What follows belongs to an exercise in optimizing a design on an open flow for small area; a production flow would make more cautious choices. Function was checked by simulation only, so behaviour that the tests miss may differ from the original. In every run shown here, the design's own scripts or RTL, not TritonCTS, make the clock network. The clock input has no modelled driver; a real chip could not lean on it and would need a root buffer or a full tree. Power and IR drop assume default switching activity.

<file path="flow/config.mk">
export PLATFORM = sky130hd
export DESIGN_NAME = ufa_top
export DESIGN_NICKNAME = ufa_top
export VERILOG_FILES = /design/flow/design.v
export SDC_FILE = /design/flow/constraint.sdc
export NUM_CORES = 4
export LEC_CHECK = 0
export CAP_MARGIN = 20
export CORE_MARGIN = 2
export CORE_UTILIZATION = 40
export SLEW_MARGIN = 20
</file>
<file path="flow/standard.sh">
#!/bin/bash
# synth_recipe.tcl (not shown) runs the flow's synth.tcl, then flattens the netlist and writes it again
# the make line also repeats each setting of config.mk as NAME=value (left out here)
make -C /OpenROAD-flow-scripts/flow DESIGN_CONFIG=/design/flow/config.mk WORK_HOME=/design/flow/orfs CLKGATE_MAP_FILE= SYNTH_SCRIPT=/design/flow/synth_recipe.tcl "${@:-finish}"
</file>
<file path="flow/flow/run.sh">
#!/bin/bash
# Own layout flow: the standard flow (standard.sh) with
#  1. the standard synthesis, then its combinational logic re-mapped by ABC with
#     an area-oriented script (every register cell, name and type is kept:
#     the registers are blackboxes to ABC);
#  2. ports buffered with buf_1 (still one buffer per port);
#  3. a hand-built two-level clock tree (flow/manual_cts.tcl) instead of
#     TritonCTS.
# Each tool writes its full output to a log of its own in this folder.
set -euo pipefail
HERE=$(pwd)
PLAT=$FLOW_HOME/platforms/$FLOW_PLATFORM
LIB=$PLAT/lib/sky130_fd_sc_hd__tt_025C_1v80.lib
RES=$HERE/orfs/results/$FLOW_PLATFORM/ufa_top/base
VARS=("BUFFER_PORTS_ARGS=-buffer_cell sky130_fd_sc_hd__buf_1"
      "PRE_CTS_TCL=$HERE/flow/manual_cts.tcl")

# 1. standard synthesis up to the Yosys netlist
bash standard.sh "${VARS[@]}" "$RES/1_2_yosys.v" > log_1_synth.log 2>&1

# 2. re-map the combinational logic
python3 flow/genmodels.py "$LIB" cells_models.v > log_2_models.log 2>&1
DU=$(sed -n '/DONT_USE_CELLS/,/^$/p' $PLAT/config.mk | grep -o 'sky130_fd_sc_hd__[a-z0-9_]*' | sed 's/^/-dont_use /' | tr '\n' ' ')
cp "$RES/1_2_yosys.v" 1_2_yosys_standard.v
cat > resyn.ys <<EOS
read_verilog cells_models.v
read_verilog 1_2_yosys_standard.v
hierarchy -top $FLOW_TOP
flatten
techmap
opt -fast
opt_clean
abc -script $HERE/flow/area.abc -liberty $LIB $DU
opt_clean -purge
splitnets
hilomap -singleton -hicell sky130_fd_sc_hd__conb_1 HI -locell sky130_fd_sc_hd__conb_1 LO
insbuf -buf sky130_fd_sc_hd__buf_4 A X
opt_clean -purge
rename -hide w:*.*
write_verilog -noattr -nohex -nodec 1_2_yosys_resyn.v
tee -o resyn_stat.txt stat -liberty $LIB
EOS
yosys -s resyn.ys > log_2_resyn.log 2>&1
cp 1_2_yosys_resyn.v "$RES/1_2_yosys.v"
rm -f "$RES/1_synth.odb" "$RES/1_synth.sdc"

# 3. the rest of the standard flow
bash standard.sh "${VARS[@]}" finish > log_3_layout.log 2>&1
</file>
<file path="flow/flow/manual_cts.tcl">
# manual clock tree: clk port -> one root buffer -> NL leaf buffers -> registers
proc manual_cts {root_master leaf_master nleaf} {
  set block [ord::get_db_block]
  set db [ord::get_db]
  set clknet [$block findNet clk]
  set sinks {}
  foreach it [$clknet getITerms] { lappend sinks $it }
  # sort sinks by x, split into nleaf groups of sorted-by-y columns
  set pts {}
  foreach it $sinks {
    set inst [$it getInst]
    set loc [$inst getLocation]
    lappend pts [list [lindex $loc 0] [lindex $loc 1] $it]
  }
  set pts [lsort -integer -index 0 $pts]
  set n [llength $pts]
  set groups {}
  set ncol [lindex $nleaf 0]; set nrow [lindex $nleaf 1]
  set percol [expr {int(ceil(double($n)/$ncol))}]
  for {set c 0} {$c < $ncol} {incr c} {
    set col [lrange $pts [expr {$c*$percol}] [expr {min($n,($c+1)*$percol)-1}]]
    set col [lsort -integer -index 1 $col]
    set m [llength $col]
    set per [expr {int(ceil(double($m)/$nrow))}]
    for {set r 0} {$r < $nrow} {incr r} {
      lappend groups [lrange $col [expr {$r*$per}] [expr {min($m,($r+1)*$per)-1}]]
    }
  }
  set rm [$db findMaster $root_master]
  set lm [$db findMaster $leaf_master]
  set sx 0; set sy 0
  foreach p $pts { incr sx [lindex $p 0]; incr sy [lindex $p 1] }
  set root [odb::dbInst_create $block $rm clkroot]
  $root setLocation [expr {$sx/$n}] [expr {$sy/$n}]
  $root setPlacementStatus PLACED
  [$root findITerm A] connect $clknet
  set rnet [odb::dbNet_create $block clknet_root]
  $rnet setSigType CLOCK
  [$root findITerm X] connect $rnet
  set gi 0
  foreach grp $groups {
    if {[llength $grp] == 0} continue
    set gx 0; set gy 0
    foreach p $grp { incr gx [lindex $p 0]; incr gy [lindex $p 1] }
    set k [llength $grp]
    set lb [odb::dbInst_create $block $lm clkleaf_$gi]
    $lb setLocation [expr {$gx/$k}] [expr {$gy/$k}]
    $lb setPlacementStatus PLACED
    [$lb findITerm A] connect $rnet
    set lnet [odb::dbNet_create $block clknet_leaf_$gi]
    $lnet setSigType CLOCK
    [$lb findITerm X] connect $lnet
    foreach p $grp { set it [lindex $p 2]; $it disconnect; $it connect $lnet }
    incr gi
  }
}

# Build the clock tree by hand: clk -> one clkbuf_16 -> six clkbuf_16, each
# driving the registers of one region (3 columns x 2 rows, equal counts).
manual_cts sky130_fd_sc_hd__clkbuf_16 sky130_fd_sc_hd__clkbuf_16 {3 2}
set_propagated_clock [all_clocks]
# the tree is in place: the flow's TritonCTS call becomes a no-op
rename clock_tree_synthesis __tritoncts_not_used
proc clock_tree_synthesis {args} {
  puts "clock tree built by the PRE_CTS_TCL hook; TritonCTS not run"
}
</file>
<file path="flow/flow/genmodels.py">
#!/usr/bin/env python3
"""Write Verilog models of the combinational cells of a liberty file (sequential
cells become blackboxes), so that Yosys can flatten a mapped netlist into plain
logic while leaving every register cell untouched.
usage: genmodels.py LIB OUT"""
import re, sys
lib = open(sys.argv[1]).read()
out = []
for p in re.split(r'\n\s*cell \("', lib)[1:]:
    name = p[:p.index('"')]
    seq = ('ff (' in p) or ('latch (' in p) or ('statetable' in p)
    ins, outs = [], []
    for pn, pb in re.findall(r'pin \("(\w+)"\)\s*\{(.*?)\n\s{8}\}', p, re.S):
        d = re.search(r'direction : "?(\w+)"?', pb)
        if not d:
            continue
        if d.group(1) == 'input':
            ins.append(pn)
        elif d.group(1) == 'output':
            f = re.search(r'function : "(.*?)"', pb)
            outs.append((pn, f.group(1) if f else None))
    ins = list(dict.fromkeys(ins))
    outs = list({o: (o, f) for o, f in outs}.values())
    ports = ', '.join(ins + [o for o, _ in outs])
    decl = ''.join(f' input {i};\n' for i in ins)
    if seq or not outs or any(f is None for _, f in outs):
        out.append(f'(* blackbox *) module {name}({ports});\n{decl}'
                   + ''.join(f' output {o};\n' for o, _ in outs) + 'endmodule\n')
        continue
    body = ''
    for o, f in outs:
        g = f.replace('!', '~')
        g = re.sub(r"(\w+)'", r'~\1', g)
        g = re.sub(r'(\w|\))\s+(?=[\w(~])', r'\1 & ', g)
        body += f' output {o};\n assign {o} = {g};\n'
    out.append(f'module {name}({ports});\n{decl}{body}endmodule\n')
open(sys.argv[2], 'w').write('\n'.join(out))
</file>
<file path="flow/design.v">
module ufa_top (
  input             clk,
  input             rst,
  input             in_valid,
  output            in_ready,
  input      [1:0]  in_op,
  input      [7:0]  in_data,
  input      [31:0] in_now,
  output            out_valid,
  input             out_ready,
  output     [1:0]  out_kind,
  output     [31:0] out_data
);
  localparam [1:0] OP_FEED = 2'd0, OP_TICK = 2'd1, OP_LOCK = 2'd2;
  localparam [1:0] K_WAKE = 2'd0, K_TX = 2'd1, K_EVENT = 2'd2, K_DIAG = 2'd3;
  localparam [1:0] S_IDLE = 2'd0, S_DIAG = 2'd1, S_EVT = 2'd2, S_TX = 2'd3;
  localparam [1:0] F_LOCK = 2'd0, F_ACK = 2'd1, F_DISC = 2'd2, F_POLL = 2'd3;
  localparam [31:0] T_FRAME = 32'd10;
  localparam [31:0] T_POLL  = 32'd1800000;
  reg [5:0]  rx_len;
  reg [7:0]  h_cmd, h_src, h_seq, h_len;
  reg [7:0]  h_p;            
  reg        p_ov, p_90;     
  reg [7:0]  x_prev;         
  reg [7:0]  b_last;         
  reg [31:0] lbt;            
  reg [31:0] lp;             
  reg        lp_zero;        
  reg        discovered;
  reg [3:0]  ph;             
  reg        go;             
  reg        lpl;            
  reg        ba, ga, bb, gb;   
  reg [1:0]  st;
  reg [1:0]  ftype;
  reg        tt;             
  reg [2:0]  k;              
  reg        poll_pend;
  wire first   = (ph == 4'd0);
  wire last_ph = (ph == 4'd15);
  wire can     = (ph[2:0] == 3'd7);    
  wire idle    = (st == S_IDLE);
  wire vnow = first ? (in_valid & idle) : go;
  wire [1:0] nb = in_now[{ph, 1'b0} +: 2];
  wire [1:0] ka = T_FRAME[{ph, 1'b0} +: 2];
  wire [1:0] kb = T_POLL[{ph, 1'b0} +: 2];
  wire [1:0] ra = lbt[1:0];
  wire [1:0] rb = lp[1:0] & {2{~lp_zero}};
  wire [2:0] da = {1'b0, nb} - {1'b0, ra} - {2'b0, ba & ~first};
  wire [2:0] db = {1'b0, nb} - {1'b0, rb} - {2'b0, bb & ~first};
  wire ga0 = (da[0] != ka[0]) ? da[0] : (ga & ~first);
  wire ga1 = (da[1] != ka[1]) ? da[1] : ga0;
  wire gb0 = (db[0] != kb[0]) ? db[0] : (gb & ~first);
  wire gb1 = (db[1] != kb[1]) ? db[1] : gb0;
  wire [5:0] n = rx_len;
  wire ovf        = (n == 6'd0);           
  wire chk_short  = n < 6'd5;
  wire chk_sum    = x_prev != b_last;
  wire chk_size   = {3'd0, n} != ({1'b0, h_len} + 9'd5);
  wire c11 = (h_cmd == 8'h11);
  wire c30 = (h_cmd == 8'h30);
  wire c33 = (h_cmd == 8'h33);
  wire c37 = (h_cmd == 8'h37);
  wire c44 = (h_cmd == 8'h44);
  wire cot = ~(c11 | c30 | c33 | c37 | c44);
  wire chk_src_ok = (h_src == 8'hB0) || (h_src == 8'hB1 && c11);
  wire frame_ok   = !chk_short && !chk_sum && !chk_size && chk_src_ok;
  wire t_short = chk_short;
  wire t_sum   = ~chk_short & chk_sum;
  wire t_size  = ~chk_short & ~chk_sum & chk_size;
  wire t_src   = ~chk_short & ~chk_sum & ~chk_size & ~chk_src_ok;
  wire len0 = (h_len == 8'd0);
  wire len2 = (h_len[7:1] != 7'd0);
  wire r13 = (h_p == 8'h13);
  wire r90 = (h_p == 8'h90);
  wire q09 = ~p_ov & (h_p == 8'h09);
  wire q15 = ~p_ov & (h_p == 8'h15);
  wire q18 = ~p_ov & (h_p == 8'h18);
  wire q19 = ~p_ov & (h_p == 8'h19);
  wire q1B = ~p_ov & (h_p == 8'h1B);
  wire qA7 = ~p_ov & (h_p == 8'hA7);
  wire qFF = ~p_ov & (h_p == 8'hFF);
  wire q00 = ~p_ov & (h_p == 8'h00);
  wire q90 = p_ov & p_90;
  wire qslot = p_ov;
  wire qlock = q09 | q15 | q18 | q19 | q1B | qslot;
  wire qknown = qlock | qA7;
  wire v30 = frame_ok & c30;
  wire t_unksub = v30 & (len0 | ~qknown);
  wire t_cfg    = frame_ok & c37;
  wire t_unkcmd = frame_ok & cot;
  wire d_v = ovf | t_short | t_sum | t_size | t_src | t_unksub | t_cfg | t_unkcmd;
  wire e_status = frame_ok & c11 & ~len0 & (qFF | q00);
  wire e_lock   = v30 & ~len0 & qlock;
  wire e_bat    = v30 & ~len0 & qA7;
  wire e_disc   = frame_ok & c44;
  wire e_set    = frame_ok & c33;
  wire e_unk    = t_unkcmd | t_unksub;
  wire e_v = e_status | e_lock | e_bat | e_disc | e_set | e_unk;
  wire [1:0] c_reply = e_set ? F_ACK : (e_disc ? F_DISC : 2'd0);
  reg [7:0] tx_c;
  always @(*) begin
    case ({ftype, k})
      {F_LOCK, 3'd2}: tx_c = 8'h10;
      {F_LOCK, 3'd3}: tx_c = 8'hA0;
      {F_LOCK, 3'd5}: tx_c = 8'h01;
      {F_LOCK, 3'd7}: tx_c = 8'hB1;
      {F_ACK,  3'd2}: tx_c = 8'h33;
      {F_ACK,  3'd3}: tx_c = 8'hA1;
      {F_ACK,  3'd6}: tx_c = 8'h92;
      {F_DISC, 3'd2}: tx_c = 8'h44;
      {F_DISC, 3'd3}: tx_c = 8'hA1;
      {F_DISC, 3'd5}: tx_c = 8'h01;
      {F_DISC, 3'd7}: tx_c = 8'hE4;
      {F_POLL, 3'd2}: tx_c = 8'h11;
      {F_POLL, 3'd3}: tx_c = 8'hA0;
      {F_POLL, 3'd6}: tx_c = 8'hB1;
      default:        tx_c = 8'h00;
    endcase
  end
  wire m_tt  = tt & (ftype == F_LOCK) & (k[2:1] == 2'b11);
  wire m_seq = (ftype == F_ACK  & (k == 3'd4 | k == 3'd6)) |
               (ftype == F_DISC & (k == 3'd4 | k == 3'd7));
  wire [7:0] tx_byte = tx_c ^ {8{m_tt}} ^ ({8{m_seq}} & h_seq);
  wire tx_last = (ftype == F_LOCK || ftype == F_DISC) ? (k == 3'd7) : (k == 3'd6);
  wire sd = (st == S_DIAG);
  wire se = (st == S_EVT);
  wire sx = (st == S_TX);
  wire wake = sx & (k[2:1] == 2'd0);
  wire o_ovf   = sd & ovf;
  wire o_short = sd & ~ovf & t_short;
  wire o_sum   = sd & t_sum;
  wire o_size  = sd & t_size;
  wire o_src   = sd & t_src;
  wire o_usub  = sd & t_unksub;
  wire o_cfg   = sd & t_cfg;
  wire o_ucmd  = sd & t_unkcmd;
  wire o_stat  = se & e_status;
  wire o_lock  = se & e_lock;
  wire o_bat   = se & e_bat;
  wire o_disc  = se & e_disc;
  wire o_set   = se & e_set;
  wire o_unk   = se & e_unk;
  wire o_unkany = o_ucmd | o_unk;
  wire o_tx    = sx & ~wake;
  wire o_slot  = o_lock & qslot & len2;
  reg [31:0] o_data;
  always @(*) begin
    o_data = 32'd0;
    o_data[0] = o_ovf | o_sum | o_src | o_usub | o_stat | o_bat | o_set;
    o_data[1] = o_short | o_sum | o_ucmd | o_usub | o_lock | o_bat | o_unk;
    o_data[2] = o_size | o_src | o_ucmd | o_usub | o_disc | o_set | o_unk;
    o_data[3] = o_cfg;
    if (wake) o_data[0] = ~k[0];
    o_data[4] = (o_usub & ~len0) | (o_stat & qFF) | (o_lock & (q90 | q18 | q19 | q09));
    o_data[5] = o_lock & (q15 | q18 | q19);
    o_data[6] = o_lock & (q1B | q09);
    o_data[7] = o_slot;
    o_data[15:8]  = ({8{o_ovf}} & 8'd40)
                  | ({8{o_short | o_size}} & {2'd0, n})
                  | ({8{o_sum}} & x_prev)
                  | ({8{o_src}} & h_src)
                  | ({8{(o_usub & ~len0) | o_slot}} & h_p)
                  | ({8{o_unkany}} & h_cmd);
    o_data[16] = o_lock & ~q09;
    o_data[17] = o_lock & (q15 | q18 | q1B);
    o_data[23:16] = o_data[23:16]
                  | ({8{o_sum}} & b_last)
                  | ({8{o_size}} & h_len)
                  | ({8{o_src}} & h_cmd)
                  | ({8{o_unkany}} & h_seq);
    o_data[31:24] = {8{o_unkany}} & h_len;
    if (o_tx) o_data[7:0] = tx_byte;
  end
  wire o_want = (sd & d_v) | (se & e_v) | sx;
  wire adv    = can & out_ready;            
  assign out_valid = adv & o_want;
  assign out_kind  = sd ? K_DIAG : se ? K_EVENT : (wake ? K_WAKE : K_TX);
  assign out_data  = o_data;
  wire fd        = (n != 6'd0) & ga1;
  wire fvalid    = fd & frame_ok;
  wire disc_new  = discovered | fvalid;
  wire pf        = disc_new & ((fvalid & c44) | gb1);
  wire tick_wait = (in_op == OP_TICK) & pf & ~lpl;
  assign in_ready = last_ph & go & ~tick_wait;
  wire acc = in_valid & in_ready;
  wire acc_feed = acc & (in_op == OP_FEED);
  wire acc_tick = acc & (in_op == OP_TICK);
  wire acc_lock = acc & (in_op == OP_LOCK);
  wire ph_ld   = (ph[3] ^ (ph[2:0] == 3'd7)) & ~last_ph;
  wire feed_ld = go & ph_ld & (in_op == OP_FEED);
  wire [2:0] bi = ph[2:0] + 3'd1;
  wire ib      = in_data[bi];
  wire ld0 = feed_ld & (rx_len == 6'd0);
  wire ld1 = feed_ld & (rx_len == 6'd1);
  wire ld2 = feed_ld & (rx_len == 6'd2);
  wire ld3 = feed_ld & (rx_len == 6'd3);
  wire ld4 = feed_ld & (rx_len == 6'd4);
  wire ld5 = feed_ld & (rx_len == 6'd5);
  wire p_sel = (ph == 4'd7) ? (r13 | r90) : p_ov;
  always @(posedge clk) begin
    lbt <= {(vnow & (in_op == OP_FEED)) ? nb : lbt[1:0], lbt[31:2]};
    lp  <= {lpl ? nb : lp[1:0], lp[31:2]};
    h_cmd  <= {ld0 ? ib : h_cmd[0], h_cmd[7:1]};
    h_src  <= {ld1 ? ib : h_src[0], h_src[7:1]};
    h_seq  <= {ld2 ? ib : h_seq[0], h_seq[7:1]};
    h_len  <= {ld3 ? ib : h_len[0], h_len[7:1]};
    h_p    <= {(ld4 | (ld5 & p_sel)) ? ib : h_p[0], h_p[7:1]};
    if (ph == 4'd7 && ld4) p_ov <= 1'b0;
    if (ph == 4'd7 && ld5) begin
      p_ov <= r13 | r90;
      p_90 <= r90;
    end
    b_last <= {feed_ld ? ib : b_last[0], b_last[7:1]};
    x_prev <= {feed_ld ? (x_prev[0] ^ b_last[0]) & (rx_len != 6'd0) : x_prev[0],
               x_prev[7:1]};
    ba <= da[2];
    bb <= db[2];
    ga <= ga1;
    gb <= gb1;
    if (first) go <= in_valid & idle;
    if (acc_lock) tt <= in_data[0];
    if (acc_lock) poll_pend <= 1'b0;
    if (acc_tick) poll_pend <= pf;
  end
  always @(posedge clk) begin
    if (rst) begin
      ph         <= 4'd0;
      st         <= S_IDLE;
      k          <= 3'd0;
      rx_len     <= 6'd0;
      discovered <= 1'b0;
      lp_zero    <= 1'b1;
      lpl        <= 1'b0;
    end else begin
      ph <= ph + 4'd1;
      if (last_ph) lpl <= go & in_valid & tick_wait;
      case (st)
        S_IDLE: begin
          if (acc_feed) begin
            if (rx_len == 6'd39) begin
              rx_len <= 6'd0;
              st     <= S_DIAG;
            end else begin
              rx_len <= rx_len + 6'd1;
            end
          end
          if (acc_lock) begin
            ftype <= F_LOCK;
            st    <= S_TX;
          end
          if (acc_tick) begin
            discovered <= disc_new;
            if (pf) lp_zero <= 1'b0;
            if (fd) begin
              st <= S_DIAG;
            end else if (pf) begin
              ftype <= F_POLL;
              st    <= S_TX;
            end
          end
        end
        S_DIAG: begin
          if (adv)
            st <= ovf ? S_IDLE : S_EVT;
        end
        S_EVT: begin
          if (adv) begin
            rx_len <= 6'd0;
            ftype  <= (c_reply != 2'd0) ? c_reply : F_POLL;
            st     <= ((c_reply != 2'd0) | poll_pend) ? S_TX : S_IDLE;
          end
        end
        S_TX: begin
          if (adv) begin
            k <= k + 3'd1;
            if (tx_last) begin
              k     <= 3'd0;
              ftype <= F_POLL;
              if (ftype == F_POLL || !poll_pend)
                st <= S_IDLE;
            end
          end
        end
      endcase
    end
  end
endmodule
</file>
<file path="flow/constraint.sdc">
create_clock -name core_clock -period 10.0 [get_ports {clk}]
set_input_delay 2.0000 -clock core_clock [delete_from_list [all_inputs] [get_ports {clk}]]
set_output_delay 2.0000 -clock core_clock [all_outputs]
set_load 0.01 [all_outputs]
</file>
<file path="flow/flow/area.abc">
strash
ifraig
dc2
&get -n
&st
&deepsyn -T 120
&dch -f
&nf -a -R 1000
&put
topo
</file>
==> metrics.cfg, run 1 <==
[synth]
ys_warn_count = 1
syn-cell-area_um2 = 5655
syn_avg_cell_area_um2 = 9.271
synthCells = 610

[setup_path]
crit_fanout = 6
end_kind = output port
crit_required_ns = 8.00
start_kind = primary input
crit_type = in -> out
arrival_ns = 4.80

[layout]
fillers = 1341
utilization = 0.4609
multi_input_area_um2 = 2572
antenna_cells = 0
nNetsFinal = 745
seqCellArea_um2 = 3043
drive_above_1_share = 0.01578
final_area_um2 = 6372
stdcell_count = 877
area_delta_synth_final_pct = 12.68

[cts]
cts_resized = 0
cts_setup_buffers = 0
cts_hold_buf = 0
clk_latency_ns = 0.36
clk_pin_slew_ns = 0.10

[timing]
max_freq_mhz = 147.0
worst_slew_pin_slew_ns = 1.016
finalHoldViolCount = 0
min_period_ns = 6.802
slew_violations = 0
skew_ns = 0.02080
grt_setup_unrepaired = false
period_share = 0.6802
layout_setup_ws_ns = 3.198
tns_ns = 0
setup_violations = 0
relSlewSlack = 0.3168

[power_and_ir_drop]
p_leak_nw = 2.316
p_per_area_nw_per_um2 = 156.5
ir_worst_vdd_uv = 195.9

[job]
cap_violations = 0

[place]
dpl.hpwl_um = 11510
portBuffers = 79
placed_cell_area_um2 = 6187
dp_cells = 870
place_ws_ns = 3.229
place_congestion = 0.9402

[floorplan]
die_area_um2 = 15110
placementRows = 43
start_util = 0.4090
die_h_um = 122.9
boundaryPins = 82
die_x_um = 122.9
coreArea_um2 = 13830

[global_routing]
gr-usage-all-layers = 0.2030
grt_pass1_wl_um = 24720
grt_pass1_vias = 4630
antenna_found_initial = 0
grt_overflow = 0
grt_max_degree = 26

[routing]
detail-route-antenna-nets = 0
dr.pass1.iters = 7
drt_iter0_markers = 591
routed_wl_um = 15480
num_vias = 4988
wl_per_cell_um = 17.65
viasPerCell = 5.688
route.detailed.drc = 0

[min_path]
min_path_type = reg -> reg

[run_status]
status = no timing/DRC/antenna violations

==> worst max-delay path, stage by stage <==
cell and delay (ns):
buf_1 0.09, o22ai_1 0.18, nor2_1 0.06, or4_1 0.65, a21oi_1 0.28, xnor2_1 0.15
a21oi_1 0.05, o21bai_1 0.17, nand2_1 0.14, a21oi_1 0.09, o21ai_0 0.36, a21oi_1 0.17
a21oi_1 0.24, buf_1 0.18
==> area by class of cell <==
| cell class | count | area share |
|---|---|---|
| multi-input cells | 448 | 0.4037 |
| well taps | 180 | 0.03534 |
| inverters | 12 | 0.007069 |
| repair buffers | 81 | 0.04889 |
| plain buffers | 7 | 0.02749 |
| flip-flops and latches | 149 | 0.4775 |
==> metrics by stage <==
stage / power, mW / hold slack, ns
4_1_cts: 1.005 / 0.3224
6_report: 0.9974 / 0.3174
3_5_place_dp: 0.7103 / 0.3121
3_3_place_gp: 0.7077 / 0.3119
2_1_floorplan: 0.6889 / 0.3096
5_1_grt: 1.037 / 0.3232
==> flip-flops by register name, indices dropped and copies added (netlist names), 2 cells and up <==
| signal | count |
|---|---|
| x_prev | 8 |
| h_cmd | 8 |
| lbt | 32 |
| ph | 4 |
| k | 3 |
| h_seq | 8 |
| h_src | 8 |
| rx_len | 6 |
| st | 2 |
| ftype | 2 |
| h_p | 8 |
| b_last | 8 |
| h_len | 8 |
| lp | 32 |
==> layer usage <==
| metal | vias up | share of wire | routed length, um | track usage |
|---|---|---|---|---|
| met2 | 190 | 0.45 | 6954 | 0.3280 |
| met5 | - | 0 | 0 | 0 |
| li1 | 2404 | - | - | - |
| met4 | 0 | 0.013 | 201 | 0.02802 |
| met1 | 2377 | 0.46 | 7113 | 0.2971 |
| met3 | 17 | 0.078 | 1209 | 0.02675 |
==> where the power goes <==
group	leakage, nW	internal [mW]	switching [mW]
registers	1.22	0.626	0.0133
logic	1.01	0.0250	0.0329
clock network	0.0863	0.127	0.173
total	2.32	0.778	0.220
==> final timing paths <==
check        slack (ns)      start  depth (start not counted)        to
max                3.20  in_now[2]                         14  in_ready
min                0.32      lp[4]                          0     lp[2]
max reg2reg        5.93      ph[0]                         18     st[1]
min reg2reg        0.32      lp[4]                          0     lp[2]
==> cells in the final DEF (no fill, tap or decap), types with 6 or more instances in the layout <==
cell type,count
a21oi_1,46
nand3_1,17
buf_1,79
o21ai_0,15
a222oi_1,21
o211ai_1,6
clkbuf_16,7
nor2_1,60
clkinv_1,12
nor2b_1,14
dfxtp_1,143
nor4_1,13
o22ai_1,7
edfxtp_1,6
nand2b_1,10
nand4_1,6
mux2_1,8
xor2_1,8
and2_0,13
nand2_1,89
xnor2_1,8
and3_1,13
nor3_1,24
a31oi_1,9
==> run 2: changes to the inputs <==
--- a/flow/design.v
+++ b/flow/design.v
@@ -33,9 +33,9 @@
   reg        ba, ga, bb, gb;   
   reg [1:0]  st;
   reg [1:0]  ftype;
-  reg        tt;             
   reg [2:0]  k;              
   reg        poll_pend;
+  reg        f_sum;          
   wire first   = (ph == 4'd0);
   wire last_ph = (ph == 4'd15);
   wire can     = (ph[2:0] == 3'd7);    
@@ -55,7 +55,7 @@
   wire [5:0] n = rx_len;
   wire ovf        = (n == 6'd0);           
   wire chk_short  = n < 6'd5;
-  wire chk_sum    = x_prev != b_last;
+  wire chk_sum    = f_sum;
   wire chk_size   = {3'd0, n} != ({1'b0, h_len} + 9'd5);
   wire c11 = (h_cmd == 8'h11);
   wire c30 = (h_cmd == 8'h30);
@@ -118,7 +118,7 @@
       default:        tx_c = 8'h00;
     endcase
   end
-  wire m_tt  = tt & (ftype == F_LOCK) & (k[2:1] == 2'b11);
+  wire m_tt  = poll_pend & (ftype == F_LOCK) & (k[2:1] == 2'b11);
   wire m_seq = (ftype == F_ACK  & (k == 3'd4 | k == 3'd6)) |
                (ftype == F_DISC & (k == 3'd4 | k == 3'd7));
   wire [7:0] tx_byte = tx_c ^ {8{m_tt}} ^ ({8{m_seq}} & h_seq);
@@ -219,9 +219,9 @@
     ga <= ga1;
     gb <= gb1;
     if (first) go <= in_valid & idle;
-    if (acc_lock) tt <= in_data[0];
-    if (acc_lock) poll_pend <= 1'b0;
+    if (acc_lock) poll_pend <= in_data[0];
     if (acc_tick) poll_pend <= pf;
+    if (ph_ld) f_sum <= ((ph == 4'd7) ? 1'b0 : f_sum) | (x_prev[0] ^ b_last[0]);
   end
   always @(posedge clk) begin
     if (rst) begin
@@ -277,7 +277,7 @@
             if (tx_last) begin
               k     <= 3'd0;
               ftype <= F_POLL;
-              if (ftype == F_POLL || !poll_pend)
+              if (ftype == F_POLL || ftype == F_LOCK || !poll_pend)
                 st <= S_IDLE;
             end
           end
--- a/flow/flow/manual_cts.tcl
+++ b/flow/flow/manual_cts.tcl
@@ -55,9 +55,9 @@
   }
 }
 
-# Build the clock tree by hand: clk -> one clkbuf_16 -> six clkbuf_16, each
-# driving the registers of one region (3 columns x 2 rows, equal counts).
-manual_cts sky130_fd_sc_hd__clkbuf_16 sky130_fd_sc_hd__clkbuf_16 {3 2}
+# Build the clock tree by hand: clk -> one clkbuf_8 -> nine clkbuf_8, each
+# driving the registers of one region (3 columns x 3 rows, equal counts).
+manual_cts sky130_fd_sc_hd__clkbuf_8 sky130_fd_sc_hd__clkbuf_8 {3 3}
 set_propagated_clock [all_clocks]
 # the tree is in place: the flow's TritonCTS call becomes a no-op
 rename clock_tree_synthesis __tritoncts_not_used
==> run 2 against run 1 <==
Sequential cell count unchanged. Clock skew shrank 0.00070 ns. Hold slack got worse by 0.0048 ns. Final area is 0.41% higher. Via count is 2.8% higher. Total power is 0.28% lower. Register-to-register slack got worse by 0.06 ns. Critical path depth unchanged. Sequential share of layout area shrank 0.20 points. First-iteration DRC count decreased by 47%. Critical path type unchanged. Largest cell class unchanged. Largest power group unchanged.
==> metrics.cfg, run 2 <==
[floorplan]
die_x_um = 123.8  ; +0.74%
start_util = 0.4121  ; +0.003127
coreArea_um2 = 13930  ; +0.78%
placementRows = 43  ; unchanged
die_area_um2 = 15330  ; +1.5%
boundaryPins = 82  ; unchanged
die_h_um = 123.8  ; +0.74%

[synth]
syn_avg_cell_area_um2 = 8.918  ; -3.8%
synthCells = 644  ; +5.6%
ys_warn_count = 1  ; unchanged
syn-cell-area_um2 = 5743  ; +1.5%

[setup_path]
crit_buf_inv = 3  ; +1
reg2reg_depth = 16  ; -2
cp_top_family = simple AND/OR/NAND/NOR gates
slowest_stage = or3_1
crit_start = in_now[20]
rrSetupSlack_ns = 5.87  ; -0.06 ns
end_kind = output port
cp.depth = 14  ; unchanged
cpPeakStageDelay_ns = 0.49  ; -0.16 ns
arrival_ns = 4.95  ; +0.15 ns
critPathCapture = in_ready
crit_type = in -> out
rr_startpoint = ph[3]
crit_fanout = 6  ; unchanged
r2r_end = lp_zero
path_cells = buf_1 -> a221oi_1 -> nor4_1 -> or3_1 -> maj3_1 -> xor2_1 -> xnor2_1 -> maj3_1 -> clkinv_1 -> nor2_1 -> a31o_1 -> and2_0 -> a31oi_1 -> buf_1
start_kind = primary input
crit_required_ns = 8.00  ; about the same

[cts]
cts_hold_buf = 0  ; unchanged
clk_latency_ns = 0.42  ; +0.06 ns
cts_resized = 0  ; unchanged
cts_setup_buffers = 0  ; unchanged
clk_pin_slew_ns = 0.10  ; about the same

[place]
portBuffers = 79  ; unchanged
dpl.hpwl_um = 11750  ; +2.1%
place_ws_ns = 3.073  ; -0.1564 ns
placed_cell_area_um2 = 6261  ; +1.2%
place_congestion = 0.9313  ; -0.95%

[timing]
fin_hold_ws_ns = 0.3126  ; -0.004843 ns
skew_ns = 0.02010  ; -0.0007015 ns
slew_violations = 0  ; unchanged
finalHoldViolCount = 0  ; unchanged
tns_ns = 0  ; unchanged
layout_setup_ws_ns = 3.053  ; -0.1447 ns
relSlewSlack = 0.3944  ; +0.07764
max_freq_mhz = 144.0  ; -2.1%
period_share = 0.6947  ; +0.01447
grt_setup_unrepaired = false
min_period_ns = 6.947  ; +0.1447 ns
worst_slew_pin_slew_ns = 0.9050  ; -0.1111 ns
setup_violations = 0  ; unchanged

[routing]
wl_met1_um = 7220  ; +1.5%
wl_met3_um = 817  ; -32%
drt_iter0_markers = 316  ; -47%
viasPerCell = 5.616  ; -1.3%
top_layer_used = met4
routed_wl_um = 15490  ; about the same
wl_per_cell_um = 16.96  ; -3.9%
detail-route-antenna-nets = 0  ; unchanged
route.detailed.drc = 0  ; unchanged
wl_met2_um = 7000  ; +0.66%
dr.pass1.iters = 5  ; -2
num_vias = 5127  ; +2.8%

[layout]
final_area_um2 = 6399  ; +0.41%
antenna_cells = 0  ; unchanged
drive_above_1_share = 0.01501  ; -0.0007751
top_regs = lbt x32, lp x32
nNetsFinal = 781  ; +4.8%
final_common_cell = dfxtp_1
area_delta_synth_final_pct = 11.42
layout_common_cells = dfxtp_1 (143), nand2_1 (90), buf_1 (79)

[global_routing]
grt_overflow = 0  ; unchanged
gr-usage-all-layers = 0.2007  ; -0.002327
grt_pass1_wl_um = 24660  ; -0.22%
grt_pass1_vias = 4861  ; +5.0%
grt_max_degree = 18  ; -31%
antenna_found_initial = 0  ; unchanged

[run_status]
status = no timing/DRC/antenna violations

[power_and_ir_drop]
p_per_area_nw_per_um2 = 155.4  ; -0.69%
ir_worst_vdd_uv = 135.3  ; -31%
p_leak_nw = 2.349  ; +1.4%

[job]
cap_violations = 0  ; unchanged

[min_path]
min_path_type = reg -> reg

[run 2: worst min path at each step]
stage,start,endpoint,slack (ns),cells after the start
after global routing,lp[6],lp[4],0.33,0
after detailed placement,lbt[29],lbt[27],0.31,0
final,lp[6],lp[4],0.31,0
after floorplan,lbt[2],lbt[0],0.31,0
after CTS,lp[6],lp[4],0.32,0
after global placement,lbt[17],lbt[15],0.31,0
[run 2: cell type report]
type	count	area, um2
Multi-Input combinational cell	476	2621
Inverter	18	67.56
Buffer	10	137.6
Fill cell	1388	7536
Timing Repair Buffer	80	304.0
Sequential cell	149	3043
Tap cell	180	225.2
[run 2: worst reg2reg max path, cell delays in order (launching register included)]
cell	delay (ns)
dfxtp_1	0.59
nor2b_1	0.22
a221oi_1	0.29
nor4_1	0.10
or3_1	0.49
maj3_1	0.44
xor2_1	0.17
xnor2_1	0.15
maj3_1	0.37
clkinv_1	0.05
nor2_1	0.05
a31o_1	0.22
nor2_1	0.15
nor2_1	0.08
nor3_1	0.32
nand2_1	0.13
a21o_1	0.19
[run 2: metrics by stage]
step                      cells  power [mW]    util
final                       913      0.9946  0.4592
after detailed placement    903      0.7475  0.4493
after floorplan             645      0.7162       -
after global placement      903      0.7450  0.4493
after global routing        913       1.040  0.4592
after CTS                   913       1.001  0.4592
[run 2: power breakdown]
part           internal, mW  total (mW)  switching [mW]
Combinational        0.0318      0.0825          0.0507
Clock                0.0904       0.259           0.169
Sequential            0.634       0.653          0.0192
Total                 0.756       0.995           0.239
[run 2: metal layers]
metal / GRT usage / vias up
li1: - / 2501
met1: 0.2856 / 2443
met2: 0.3204 / 147
met3: 0.02152 / 36
met4: 0.06321 / 0
met5: 0 / -
==> run 3: changes to the inputs <==
==> flow/flow/run.sh (replaced) <==
#!/bin/bash
# Own layout flow: the standard flow (standard.sh) with
#  1. the standard synthesis, then its combinational logic re-mapped by ABC with
#     area-oriented scripts (every register cell, name and type is kept: the
#     registers are blackboxes to ABC); several seeds of ABC's &deepsyn run in
#     parallel, in two rounds, and the smallest netlist is kept;
#  2. ports buffered with buf_1 (still one buffer per port);
#  3. a hand-built two-level clock tree (flow/manual_cts.tcl) instead of
#     TritonCTS.
# Each tool writes its full output to a log of its own in this folder.
set -euo pipefail
HERE=$(pwd)
PLAT=$FLOW_HOME/platforms/$FLOW_PLATFORM
LIB=$PLAT/lib/sky130_fd_sc_hd__tt_025C_1v80.lib
RES=$HERE/orfs/results/$FLOW_PLATFORM/ufa_top/base
VARS=("BUFFER_PORTS_ARGS=-buffer_cell sky130_fd_sc_hd__buf_1"
      "PRE_CTS_TCL=$HERE/flow/manual_cts.tcl")

# 1. standard synthesis up to the Yosys netlist
bash standard.sh "${VARS[@]}" "$RES/1_2_yosys.v" > log_1_synth.log 2>&1

# 2. re-map the combinational logic
python3 flow/genmodels.py "$LIB" cells_models.v > log_2_models.log 2>&1
DU=$(sed -n '/DONT_USE_CELLS/,/^$/p' $PLAT/config.mk | grep -o 'sky130_fd_sc_hd__[a-z0-9_]*' | sed 's/^/-dont_use /' | tr '\n' ' ')
cp "$RES/1_2_yosys.v" resyn_r0.v

# resyn IN OUT TAG ABC-LINES...: one ABC run on the combinational logic of IN
resyn() {
  local in=$1 out=$2 tag=$3; shift 3
  printf '%s\n' "$@" > "abc_$tag.script"
  cat > "resyn_$tag.ys" <<EOS
read_verilog cells_models.v
read_verilog $in
hierarchy -top $FLOW_TOP
flatten
techmap
opt -fast
opt_clean
abc -script $HERE/abc_$tag.script -liberty $LIB $DU
opt_clean -purge
splitnets
hilomap -singleton -hicell sky130_fd_sc_hd__conb_1 HI -locell sky130_fd_sc_hd__conb_1 LO
insbuf -buf sky130_fd_sc_hd__buf_1 A X
opt_clean -purge
rename -hide w:*.*
write_verilog -noattr -nohex -nodec $out
tee -q -o stat_$tag.txt stat -liberty $LIB
EOS
  yosys -s "resyn_$tag.ys" > "log_2_resyn_$tag.log" 2>&1 || true
}
area_of() { grep -h 'Chip area' "stat_$1.txt" 2>/dev/null | awk '{print $NF}' || true; }

best_in=resyn_r0.v
for round in 1 2; do
  tags=()
  for seed in 1 2 3 4; do
    tag=r${round}s$seed
    tags+=($tag)
    resyn $best_in resyn_$tag.v $tag strash ifraig dc2 '&get -n' '&st' \
      "&deepsyn -T 120 -S $seed" '&dch -f' '&nf -a -R 1000' '&put' topo &
  done
  wait
  best=""; best_a=""
  for tag in "${tags[@]}"; do
    a=$(area_of $tag)
    [[ -n "$a" && -s resyn_$tag.v ]] || continue
    if [[ -z "$best_a" ]] || awk -v a="$a" -v b="$best_a" 'BEGIN{exit !(a < b)}'; then
      best=$tag; best_a=$a
    fi
  done
  echo "round $round: best $best ($best_a)" >> resyn_choice.log
  [[ -n "$best" ]] && best_in=resyn_$best.v
done
cp $best_in 1_2_yosys_resyn.v
cp 1_2_yosys_resyn.v "$RES/1_2_yosys.v"
rm -f "$RES/1_synth.odb" "$RES/1_synth.sdc"

# 3. the rest of the standard flow
bash standard.sh "${VARS[@]}" finish > log_3_layout.log 2>&1
removed: flow/flow/area.abc
==> run 3 against run 2 <==
Combinational power fell by 28%. Sequential cell count unchanged. Global-route usage shrank 0.76 points. Clock skew is 0.0028 ns lower. Worst setup slack worse by 0.17 ns. Core utilization shrank 0.38 points. Cell count decreased by 4.1%. Critical endpoint unchanged. Largest cell class unchanged.
==> metrics.cfg, run 3 <==
[place]
placed_cell_area_um2 = 6135  ; -2.0%
place_congestion = 0.9392  ; +0.85%
dp_cells = 866  ; -4.1%
dpl.hpwl_um = 11360  ; -3.3%
place_ws_ns = 2.970  ; -0.1027 ns
portBuffers = 79  ; unchanged

[layout]
final_area_um2 = 6272  ; -2.0%
area_delta_synth_final_pct = 12.10
antenna_cells = 0  ; unchanged
top_regs = lbt x32, lp x32
nNetsFinal = 744  ; -4.7%
layout_common_cells = dfxtp_1 (143), nand2_1 (81), buf_1 (79)
final_common_cell = dfxtp_1
drive_above_1_share = 0.01868  ; +0.003671
stdcell_count = 876  ; -4.1%

[setup_path]
arrival_ns = 5.12  ; +0.17 ns
crit_fanout = 5  ; -1
reg2reg_depth = 18  ; +2
r2r_end = lp_zero
crit_type = in -> out
rrSetupSlack_ns = 5.58  ; -0.29 ns
end_kind = output port
crit_required_ns = 8.00  ; about the same
start_kind = primary input
rr_startpoint = ph[0]

[cts]
cts_resized = 0  ; unchanged
clk_pin_slew_ns = 0.10  ; about the same
clk_latency_ns = 0.41  ; about the same
cts_hold_buf = 0  ; unchanged
cts_setup_buffers = 0  ; unchanged

[global_routing]
gr-usage-all-layers = 0.1931  ; -0.007593
grt_pass1_vias = 4471  ; -8.0%
antenna_found_initial = 0  ; unchanged
grt_overflow = 0  ; unchanged
grt_max_degree = 22  ; +4
grt_pass1_wl_um = 23250  ; -5.7%

[timing]
skew_ns = 0.01735  ; -0.002750 ns
finalHoldViolCount = 0  ; unchanged
layout_setup_ws_ns = 2.880  ; -0.1732 ns
tns_ns = 0  ; unchanged
period_share = 0.7120  ; +0.01732
relSlewSlack = 0.3957  ; +0.001284
worst_slew_pin_slew_ns = 0.8982  ; -0.006865 ns
setup_violations = 0  ; unchanged
slew_violations = 0  ; unchanged
grt_setup_unrepaired = false
max_freq_mhz = 140.5  ; -2.4%
min_period_ns = 7.120  ; +0.1732 ns

[routing]
num_vias = 4985  ; -2.8%
dr.pass1.iters = 5  ; unchanged
drt_iter0_markers = 489  ; +55%
viasPerCell = 5.691  ; +1.3%
route.detailed.drc = 0  ; unchanged
routed_wl_um = 15170  ; -2.0%
wl_per_cell_um = 17.32  ; +2.1%
detail-route-antenna-nets = 0  ; unchanged

[synth]
syn_avg_cell_area_um2 = 9.233  ; +3.5%
ys_warn_count = 1  ; unchanged
synthCells = 606  ; -5.9%
syn-cell-area_um2 = 5595  ; -2.6%

[floorplan]
coreArea_um2 = 13770  ; -1.2%
placementRows = 43  ; unchanged
start_util = 0.4062  ; -0.005890
die_h_um = 122.3  ; -1.3%
die_area_um2 = 14950  ; -2.5%
die_x_um = 122.3  ; -1.3%
boundaryPins = 82  ; unchanged

[min_path]
min_from = lbt[7]
hold_depth = 0  ; unchanged
min_path_type = reg -> reg
holdPathEnd = lbt[5]

[power_and_ir_drop]
ir_worst_vdd_uv = 155.0  ; +15%
p_per_area_nw_per_um2 = 152.8  ; -1.7%
p_leak_nw = 2.274  ; -3.2%

[job]
cap_violations = 0  ; unchanged

[run_status]
status = no timing/DRC/antenna violations

==> run 3: per-layer routing <==
layer  vias up  routed length (um)  track usage
li1       2382                   -            -
met4         0                 432      0.05675
met2       209                7083       0.3184
met3        27                1059      0.02091
met5         -                   0            0
met1      2367                6597       0.2679
==> run 3: report_power, final <==
part	internal [mW]	leakage, nW	switching (mW)
Combinational	0.0258	0.979	0.0335
Sequential	0.629	1.22	0.0130
Clock	0.0904	0.0719	0.167
==> run 3: metrics by stage <==
| stage | hold slack [ns] | total power, mW | util |
|---|---|---|---|
| after global routing | 0.3360 | 0.9988 | 0.4554 |
| after detailed placement | 0.3121 | 0.7140 | 0.4454 |
| final | 0.3218 | 0.9585 | 0.4554 |
| after CTS | 0.3284 | 0.9700 | 0.4554 |
| after floorplan | 0.3096 | 0.6926 | - |
| after global placement | 0.3123 | 0.7116 | 0.4454 |
==> run 3: critical path, cell delays in order <==
cell and delay (ns):
buf_1 0.07, a222oi_1 0.28, and3_1 0.20, a21oi_1 0.05, and3_1 0.28, xnor2_1 0.23, nand2_1 0.11, o21ai_0 0.16
xnor2_1 0.12, maj3_1 0.38, nand2_1 0.14, nor2_1 0.07, o21a_1 0.20, nor2_1 0.18, nor2_1 0.06, a31oi_1 0.23
and2_0 0.21, buf_1 0.17
==> run 3: worst max-delay path by stage <==
stage	end	startpoint	slack, ns
floorplan	in_ready	in_now[6]	3.50
global placement	in_ready	in_now[6]	3.11
detailed placement	in_ready	in_now[6]	2.97
CTS	in_ready	in_now[6]	2.96
global route	in_ready	in_now[2]	2.68
finish	in_ready	in_now[6]	2.88
==> run 3: final cells by class <==
cell class,instances,area [um2]
Fill cell,1413,7501
Sequential cell,149,3043
Multi-Input combinational cell,440,2495
Timing Repair Buffer,81,311.5
Tap cell,180,225.2
Buffer,10,137.6
Inverter,16,60.06
==> run 4: changes to the inputs <==
--- a/flow/design.v
+++ b/flow/design.v
@@ -158,23 +158,22 @@
     o_data[7] = o_slot;
     o_data[15:8]  = ({8{o_ovf}} & 8'd40)
                   | ({8{o_short | o_size}} & {2'd0, n})
-                  | ({8{o_sum}} & x_prev)
-                  | ({8{o_src}} & h_src)
-                  | ({8{(o_usub & ~len0) | o_slot}} & h_p)
-                  | ({8{o_unkany}} & h_cmd);
+                  | ({8{o_sum | o_src | o_unkany | (o_usub & ~len0) | o_slot}} & x_prev);
     o_data[16] = o_lock & ~q09;
     o_data[17] = o_lock & (q15 | q18 | q1B);
     o_data[23:16] = o_data[23:16]
-                  | ({8{o_sum}} & b_last)
-                  | ({8{o_size}} & h_len)
-                  | ({8{o_src}} & h_cmd)
-                  | ({8{o_unkany}} & h_seq);
+                  | ({8{o_sum | o_size | o_src | o_unkany}} & b_last);
     o_data[31:24] = {8{o_unkany}} & h_len;
     if (o_tx) o_data[7:0] = tx_byte;
   end
+  wire       k0      = k[0];
+  wire [1:0] mv_now  = {o_src | o_ucmd | o_unk, o_size | o_usub | o_slot | o_ucmd | o_unk};
+  wire       mv_on   = (sd | se) & (k0 | can);
+  wire [1:0] mv_code = k0 ? k[2:1] : mv_now;
   wire o_want = (sd & d_v) | (se & e_v) | sx;
   wire adv    = can & out_ready;            
-  assign out_valid = adv & o_want;
+  wire tok    = adv & (sx | k0);            
+  assign out_valid = tok & o_want;
   assign out_kind  = sd ? K_DIAG : se ? K_EVENT : (wake ? K_WAKE : K_TX);
   assign out_data  = o_data;
   wire fd        = (n != 6'd0) & ga1;
@@ -211,9 +210,14 @@
       p_ov <= r13 | r90;
       p_90 <= r90;
     end
-    b_last <= {feed_ld ? ib : b_last[0], b_last[7:1]};
-    x_prev <= {feed_ld ? (x_prev[0] ^ b_last[0]) & (rx_len != 6'd0) : x_prev[0],
-               x_prev[7:1]};
+    b_last <= {feed_ld ? ib :
+               (mv_on & mv_code == 2'd1) ? h_len[0] :
+               (mv_on & mv_code == 2'd2) ? h_cmd[0] :
+               (mv_on & mv_code == 2'd3) ? h_seq[0] : b_last[0], b_last[7:1]};
+    x_prev <= {feed_ld ? (x_prev[0] ^ b_last[0]) & (rx_len != 6'd0) :
+               (mv_on & mv_code == 2'd1) ? h_p[0] :
+               (mv_on & mv_code == 2'd2) ? h_src[0] :
+               (mv_on & mv_code == 2'd3) ? h_cmd[0] : x_prev[0], x_prev[7:1]};
     ba <= da[2];
     bb <= db[2];
     ga <= ga1;
@@ -221,7 +225,7 @@
     if (first) go <= in_valid & idle;
     if (acc_lock) poll_pend <= in_data[0];
     if (acc_tick) poll_pend <= pf;
-    if (ph_ld) f_sum <= ((ph == 4'd7) ? 1'b0 : f_sum) | (x_prev[0] ^ b_last[0]);
+    if (ph_ld & idle) f_sum <= ((ph == 4'd7) ? 1'b0 : f_sum) | (x_prev[0] ^ b_last[0]);
   end
   always @(posedge clk) begin
     if (rst) begin
@@ -261,11 +265,18 @@
           end
         end
         S_DIAG: begin
-          if (adv)
+          if (can & ~k0)
+            k <= {mv_now, 1'b1};
+          else if (tok) begin
+            k  <= 3'd0;
             st <= ovf ? S_IDLE : S_EVT;
+          end
         end
         S_EVT: begin
-          if (adv) begin
+          if (can & ~k0)
+            k <= {mv_now, 1'b1};
+          else if (tok) begin
+            k      <= 3'd0;
             rx_len <= 6'd0;
             ftype  <= (c_reply != 2'd0) ? c_reply : F_POLL;
             st     <= ((c_reply != 2'd0) | poll_pend) ? S_TX : S_IDLE;
==> run 4 against run 3 <==
Clock skew rose by 0.0027 ns. Final area fell by 1.6%. Sequential cell count did not move. Synthesized area fell by 1.6%. Synthesized cell count fell by 2.0%. Largest cell class unchanged. Highest routed layer unchanged.
==> metrics.cfg, run 4 <==
[routing]
wl_per_cell_um = 16.02  ; -7.5%
dr.pass1.iters = 5  ; unchanged
route.detailed.drc = 0  ; unchanged
viasPerCell = 5.438  ; -4.4%
drt_iter0_markers = 363  ; -26%
detail-route-antenna-nets = 0  ; unchanged
routed_wl_um = 13770  ; -9.2%
num_vias = 4677  ; -6.2%

[setup_path]
crit_type = in -> out
start_kind = primary input
end_kind = output port
crit_required_ns = 8.00  ; about the same
crit_fanout = 4  ; -1
arrival_ns = 5.23  ; +0.11 ns

[power_and_ir_drop]
p_per_area_nw_per_um2 = 154.2  ; +0.88%
p_leak_nw = 2.226  ; -2.1%
power_uw = 951.7  ; -0.71%
ir_worst_vdd_uv = 174.9  ; +13%

[place]
place_congestion = 0.8641  ; -8.0%
portBuffers = 79  ; unchanged
place_ws_ns = 2.817  ; -0.1531 ns
dpl.hpwl_um = 10150  ; -11%

[cts]
cts_setup_buffers = 0  ; unchanged
cts_resized = 0  ; unchanged
cts_hold_buf = 0  ; unchanged
clk_latency_ns = 0.41  ; about the same
clk_pin_slew_ns = 0.10  ; about the same

[synth]
ys_warn_count = 1  ; unchanged
syn-cell-area_um2 = 5508  ; -1.6%
synthCells = 594  ; -2.0%
syn_avg_cell_area_um2 = 9.272  ; +0.42%

[floorplan]
boundaryPins = 82  ; unchanged
die_h_um = 121.3  ; -0.76%
coreArea_um2 = 13350  ; -3.1%
start_util = 0.4126  ; +0.006386
placementRows = 42  ; -2.3%
die_area_um2 = 14720  ; -1.5%
die_x_um = 121.3  ; -0.76%

[run_status]
status = no timing/DRC/antenna violations

[timing]
finalHoldViolCount = 0  ; unchanged
period_share = 0.7231  ; +0.01113
tns_ns = 0  ; unchanged
skew_ns = 0.02004  ; +0.002695 ns
min_period_ns = 7.231  ; +0.1113 ns
grt_setup_unrepaired = false
layout_setup_ws_ns = 2.769  ; -0.1113 ns
slew_violations = 0  ; unchanged
max_freq_mhz = 138.3  ; -1.5%
relSlewSlack = 0.3081  ; -0.08763
worst_slew_pin_slew_ns = 1.030  ; +0.1318 ns
setup_violations = 0  ; unchanged

[layout]
top_regs = lbt x32, lp x32
drive_above_1_share = 0.01754  ; -0.001134
antenna_cells = 0  ; unchanged
final_common_cell = dfxtp_1
nNetsFinal = 732  ; -1.6%
layout_common_cells = dfxtp_1 (143), nor2_1 (81), buf_1 (79)
area_delta_synth_final_pct = 12.09  ; about the same

[global_routing]
grt_pass1_vias = 4529  ; +1.3%
antenna_found_initial = 0  ; unchanged
grt_max_degree = 18  ; -18%
grt_pass1_wl_um = 22320  ; -4.0%
grt_overflow = 0  ; unchanged
gr-usage-all-layers = 0.1836  ; -0.009567

[min_path]
min_path_type = reg -> reg

[job]
cap_violations = 0  ; unchanged

-- run 4: critical path, stage by stage --
cell	delay [ns]
buf_1	0.07
o211ai_1	0.16
nor3_1	0.08
or4_1	0.61
xor2_1	0.23
nor2_1	0.09
a21o_1	0.19
xnor2_1	0.13
maj3_1	0.39
nor2b_1	0.17
o21ai_0	0.09
a21boi_0	0.41
nor2_1	0.14
a21boi_0	0.28
buf_1	0.20
-- run 4: where the power goes --
part	internal (mW)	switching (mW)	leakage [nW]
Clock	0.0905	0.170	0.0719
Sequential	0.626	0.0110	1.23
Combinational	0.0227	0.0306	0.929
Total	0.740	0.212	2.23
-- run 4: per-stage QoR --
stage	std cells	utilization	hold WS (ns)	cell area, um2
floorplan	595	-	0.3096	5512
global placement	850	0.4522	0.3135	6036
detailed placement	850	0.4522	0.3121	6036
CTS	860	0.4625	0.3185	6173
global route	860	0.4625	0.3287	6173
finish	860	0.4625	0.3183	6173
-- run 4: final cells by class --
class	count	area, um2
tap	176	220.2
multi-input combinational	428	2401
buffer	10	137.6
sequential	149	3043
timing repair buffer	81	311.5
inverter	16	60.06
fill	1329	7174
-- run 4: worst paths after layout --
check	slack [ns]	to	from	cells after the start
max reg2reg	5.64	st[1]	ph[0]	17
max	2.77	in_ready	in_now[26]	15
min reg2reg	0.32	lbt[0]	lbt[2]	0
min	0.32	lbt[0]	lbt[2]	0
-- run 4: routing by layer --
layer / GRT usage / wire length [um]
met1: 0.2496 / 6329
met2: 0.3174 / 6494
met3: 0.02021 / 652
met4: 0.03520 / 298
met5: 0 / 0
==> run 5: changes to the inputs <==
--- a/flow/flow/run.sh
+++ b/flow/flow/run.sh
@@ -2,8 +2,8 @@
 # Own layout flow: the standard flow (standard.sh) with
 #  1. the standard synthesis, then its combinational logic re-mapped by ABC with
 #     area-oriented scripts (every register cell, name and type is kept: the
-#     registers are blackboxes to ABC); several seeds of ABC's &deepsyn run in
-#     parallel, in two rounds, and the smallest netlist is kept;
+#     registers are blackboxes to ABC); several runs of ABC's &deepsyn run in
+#     parallel, in four rounds, and the smallest netlist is kept;
 #  2. ports buffered with buf_1 (still one buffer per port);
 #  3. a hand-built two-level clock tree (flow/manual_cts.tcl) instead of
 #     TritonCTS.
@@ -50,26 +50,30 @@
 }
 area_of() { grep -h 'Chip area' "stat_$1.txt" 2>/dev/null | awk '{print $NF}' || true; }
 
-best_in=resyn_r0.v
-for round in 1 2; do
+# four rounds of four &deepsyn runs (two seeds, with and without two-input
+# LUTs); each round starts from the smallest netlist so far, which is kept
+best_in=resyn_r0.v; best_a=""
+for round in 1 2 3 4; do
   tags=()
-  for seed in 1 2 3 4; do
-    tag=r${round}s$seed
-    tags+=($tag)
-    resyn $best_in resyn_$tag.v $tag strash ifraig dc2 '&get -n' '&st' \
-      "&deepsyn -T 120 -S $seed" '&dch -f' '&nf -a -R 1000' '&put' topo &
+  for seed in 1 2; do
+    for lut in n t; do
+      s=$(( (round - 1) * 2 + seed ))
+      tag=r${round}s${s}$lut
+      tags+=($tag)
+      opt=""; [[ $lut == t ]] && opt="-t"
+      resyn $best_in resyn_$tag.v $tag strash ifraig dc2 '&get -n' '&st' \
+        "&deepsyn -T 60 -S $s $opt" '&dch -f' '&nf -a -R 1000' '&put' topo &
+    done
   done
   wait
-  best=""; best_a=""
   for tag in "${tags[@]}"; do
     a=$(area_of $tag)
     [[ -n "$a" && -s resyn_$tag.v ]] || continue
     if [[ -z "$best_a" ]] || awk -v a="$a" -v b="$best_a" 'BEGIN{exit !(a < b)}'; then
-      best=$tag; best_a=$a
+      best_in=resyn_$tag.v; best_a=$a
     fi
   done
-  echo "round $round: best $best ($best_a)" >> resyn_choice.log
-  [[ -n "$best" ]] && best_in=resyn_$best.v
+  echo "after round $round: $best_in ($best_a)" >> resyn_choice.log
 done
 cp $best_in 1_2_yosys_resyn.v
 cp 1_2_yosys_resyn.v "$RES/1_2_yosys.v"
==> run 5 against run 4 <==
Still clean. Sequential power about the same. First-iteration DRC count up 12%. Synthesized cell count down 1.9%. Fmax up 7.5%. Clock power about the same. Worst setup slack better by 0.50 ns. Total power up 1.1%. Final area up 0.12%. Via count down 2.6%. Clock skew up 0.0066 ns. Wire length down 4.1%.
==> metrics.cfg, run 5 <==
[setup_path]
crit_buf_inv = 3  ; +1
crit_fanout = 6  ; +2
path_common_cell = nor2_1
crit_type = in -> out
cpPeakStageDelay_ns = 0.43  ; -0.18 ns
end_kind = output port
rr_startpoint = h_cmd[6]
arrival_ns = 4.73  ; -0.50 ns
r2r_end = x_prev[7]
path_cells = buf_1 -> nor2_1 -> nor4_1 -> nor2_1 -> o311ai_0 -> buf_4 -> xnor2_1 -> o21ai_0 -> o21a_1 -> o41ai_1 -> nor2_1 -> a22oi_1 -> nor2_1 -> a31oi_1 -> buf_1
crit_required_ns = 8.00  ; about the same
rrSetupSlack_ns = 5.42  ; -0.22 ns
cp_top_family = compound AO/OA/AOI/OAI gates
reg2reg_depth = 17  ; unchanged
slowest_stage = o41ai_1
start_kind = primary input

[power_and_ir_drop]
combinationalPowerShare = 0.064  ; +0.008
ir_worst_vdd_uv = 131.7  ; -25%
p_per_area_nw_per_um2 = 155.6  ; +0.93%
power_frac_seq = 0.666  ; -0.004
p_int_uw = 743.3  ; +0.49%
p_leak_nw = 2.212  ; -0.64%
power_uw = 961.7  ; +1.1%
pwr-share-clk = 0.270  ; -0.004
p_switching_uw = 218.4  ; +3.0%
switching_share = 0.2271  ; +0.004307

[place]
dpl.hpwl_um = 9858  ; -2.9%
portBuffers = 79  ; unchanged
dp_cells = 839  ; -1.3%
place_congestion = 0.9019  ; +4.4%

[timing]
setup_violations = 0  ; unchanged
tns_ns = 0  ; unchanged
worst_slew_pin_slew_ns = 0.7128  ; -0.3172 ns
skew_ns = 0.02661  ; +0.006561 ns
relSlewSlack = 0.5248  ; +0.2167
period_share = 0.6726  ; -0.05047
slew_violations = 0  ; unchanged
grt_setup_unrepaired = false
min_period_ns = 6.726  ; -0.5047 ns
finalHoldViolCount = 0  ; unchanged
max_freq_mhz = 148.7  ; +7.5%

[cts]
clk_pin_slew_ns = 0.10  ; about the same
cts_hold_buf = 0  ; unchanged
cts_setup_buffers = 0  ; unchanged
clk_latency_ns = 0.42  ; about the same
cts_resized = 0  ; unchanged

[layout]
layout_common_cells = dfxtp_1 (143), buf_1 (79), nor2_1 (63)
antenna_cells = 0  ; unchanged
stdcell_count = 849  ; -1.3%
top_regs = lbt x32, lp x32
nNetsFinal = 721  ; -1.5%
area_delta_synth_final_pct = 12.07  ; about the same
drive_above_1_share = 0.01783  ; +0.0002867
final_common_cell = dfxtp_1

[floorplan]
die_area_um2 = 14740  ; +0.13%
boundaryPins = 82  ; unchanged
placementRows = 42  ; unchanged
coreArea_um2 = 13350  ; unchanged
start_util = 0.4132  ; +0.0005625
die_h_um = 121.4  ; about the same
die_x_um = 121.4  ; about the same

[run_status]
status = no timing/DRC/antenna violations

[min_path]
min_from = lp[7]
hold_depth = 0  ; unchanged
holdPathEnd = lp[5]
min_path_type = reg -> reg

[global_routing]
antenna_found_initial = 0  ; unchanged
grt_max_degree = 18  ; unchanged
grt_overflow = 0  ; unchanged
gr-usage-all-layers = 0.1792  ; -0.004391
grt_pass1_vias = 4362  ; -3.7%
grt_pass1_wl_um = 21820  ; -2.2%

[routing]
route.detailed.drc = 0  ; unchanged
drt_iter0_markers = 407  ; +12%
detail-route-antenna-nets = 0  ; unchanged
routed_wl_um = 13200  ; -4.1%
wl_per_cell_um = 15.55  ; -2.9%
viasPerCell = 5.365  ; -1.3%
dr.pass1.iters = 5  ; unchanged
num_vias = 4555  ; -2.6%

[synth]
syn_avg_cell_area_um2 = 9.460  ; +2.0%
synthCells = 583  ; -1.9%
ys_warn_count = 1  ; unchanged
syn-cell-area_um2 = 5515  ; +0.14%

[job]
cap_violations = 0  ; unchanged

==> run 5: cell count changes in the layout (fill, tap and decap cells not counted), sizes merged, moves of 6 or more <==
cell and delta:
clkinv +7, nand4 +6, nor2 -18, nand3 -6
nor3 +6, nor2b -6, mux2 +8, a21oi -16
==> run 5: area by class of cell <==
type | instances | area [um2]
Fill cell | 1290 | 7167
Sequential cell | 149 | 3043
Tap cell | 176 | 220.2
Multi-Input combinational cell | 410 | 2382
Inverter | 23 | 86.33
Buffer | 10 | 137.6
Timing Repair Buffer | 81 | 311.5
==> run 5: power groups by stage <==
| stage | clock (mW) | sequential [mW] | combinational (mW) |
|---|---|---|---|
| global route | 0.290 | 0.644 | 0.0697 |
| finish | 0.260 | 0.640 | 0.0616 |
| CTS | 0.271 | 0.640 | 0.0611 |
| floorplan | 0 | 0.650 | 0.0415 |
| global placement | 0 | 0.653 | 0.0591 |
| detailed placement | 0 | 0.654 | 0.0608 |
==> run 5: how the worst max path moves through the flow <==
stage | slack [ns] | cells after the start | startpoint | to
2_1_floorplan | 3.53 | 10 | in_now[26] | in_ready
3_3_place_gp | 3.45 | 13 | in_now[25] | in_ready
3_5_place_dp | 3.32 | 13 | in_now[3] | in_ready
4_1_cts | 3.29 | 15 | in_now[14] | in_ready
5_1_grt | 2.95 | 15 | in_now[14] | in_ready
6_report | 3.27 | 15 | in_now[14] | in_ready
==> run 5: through the flow <==
stage	cell area [um2]	hold WS, ns	utilization	setup slack [ns]
after detailed placement	6043	0.3121	0.4528	3.325
after global placement	6043	0.3108	0.4528	3.447
final	6181	0.3256	0.4631	3.274
after CTS	6181	0.3299	0.4631	3.286
after global routing	6181	0.3319	0.4631	2.949
after floorplan	5519	0.3096	-	3.528
==> run 5: metal layers <==
metal,global-route usage,part of all wire
met5,0,0
met1,0.2595,0.48
met4,0.03305,0.017
met2,0.2918,0.44
met3,0.01927,0.057

==> what the ideal ports hide <==
No port has a modelled driver above. Below, the same layouts with a new extraction and two added sets of constraints. Step 1 sets driving cells, clkbuf_16 on the clock port and buf_2 on the other inputs (assumed; they add their load-dependent delay and slew). Step 2 adds t to the input delays and takes it off the output delays; t is the mean of the earliest and latest rising clock arrival at the registers after step 1. Input paths then give back, and output paths get back, about the clock's delay inside the block. Three values: no drivers, after step 1, after step 2; two values: the first two.
run	t, ns	setup WS [ns]	hold slack, ns	worst setup path after step 2	worst slew at a driven data input, ns
run 1	0.389	3.198 / 3.175 / 3.175	0.317 / 0.317 / 0.317	input to output	0.05
run 2	0.436	3.053 / 3.034 / 3.034	0.313 / 0.313 / 0.313	input to output	0.05
run 3	0.429	2.880 / 2.858 / 2.858	0.322 / 0.322 / 0.322	input to output	0.04
run 4	0.433	2.769 / 2.746 / 2.746	0.318 / 0.318 / 0.318	input to output	0.04
run 5	0.435	3.274 / 3.250 / 3.250	0.326 / 0.326 / 0.326	input to output	0.04
After both steps every run listed still meets setup and hold. The setup slack of run 5, which loses most, moves by -0.024 ns with the drivers and by -0.024 ns with both steps.
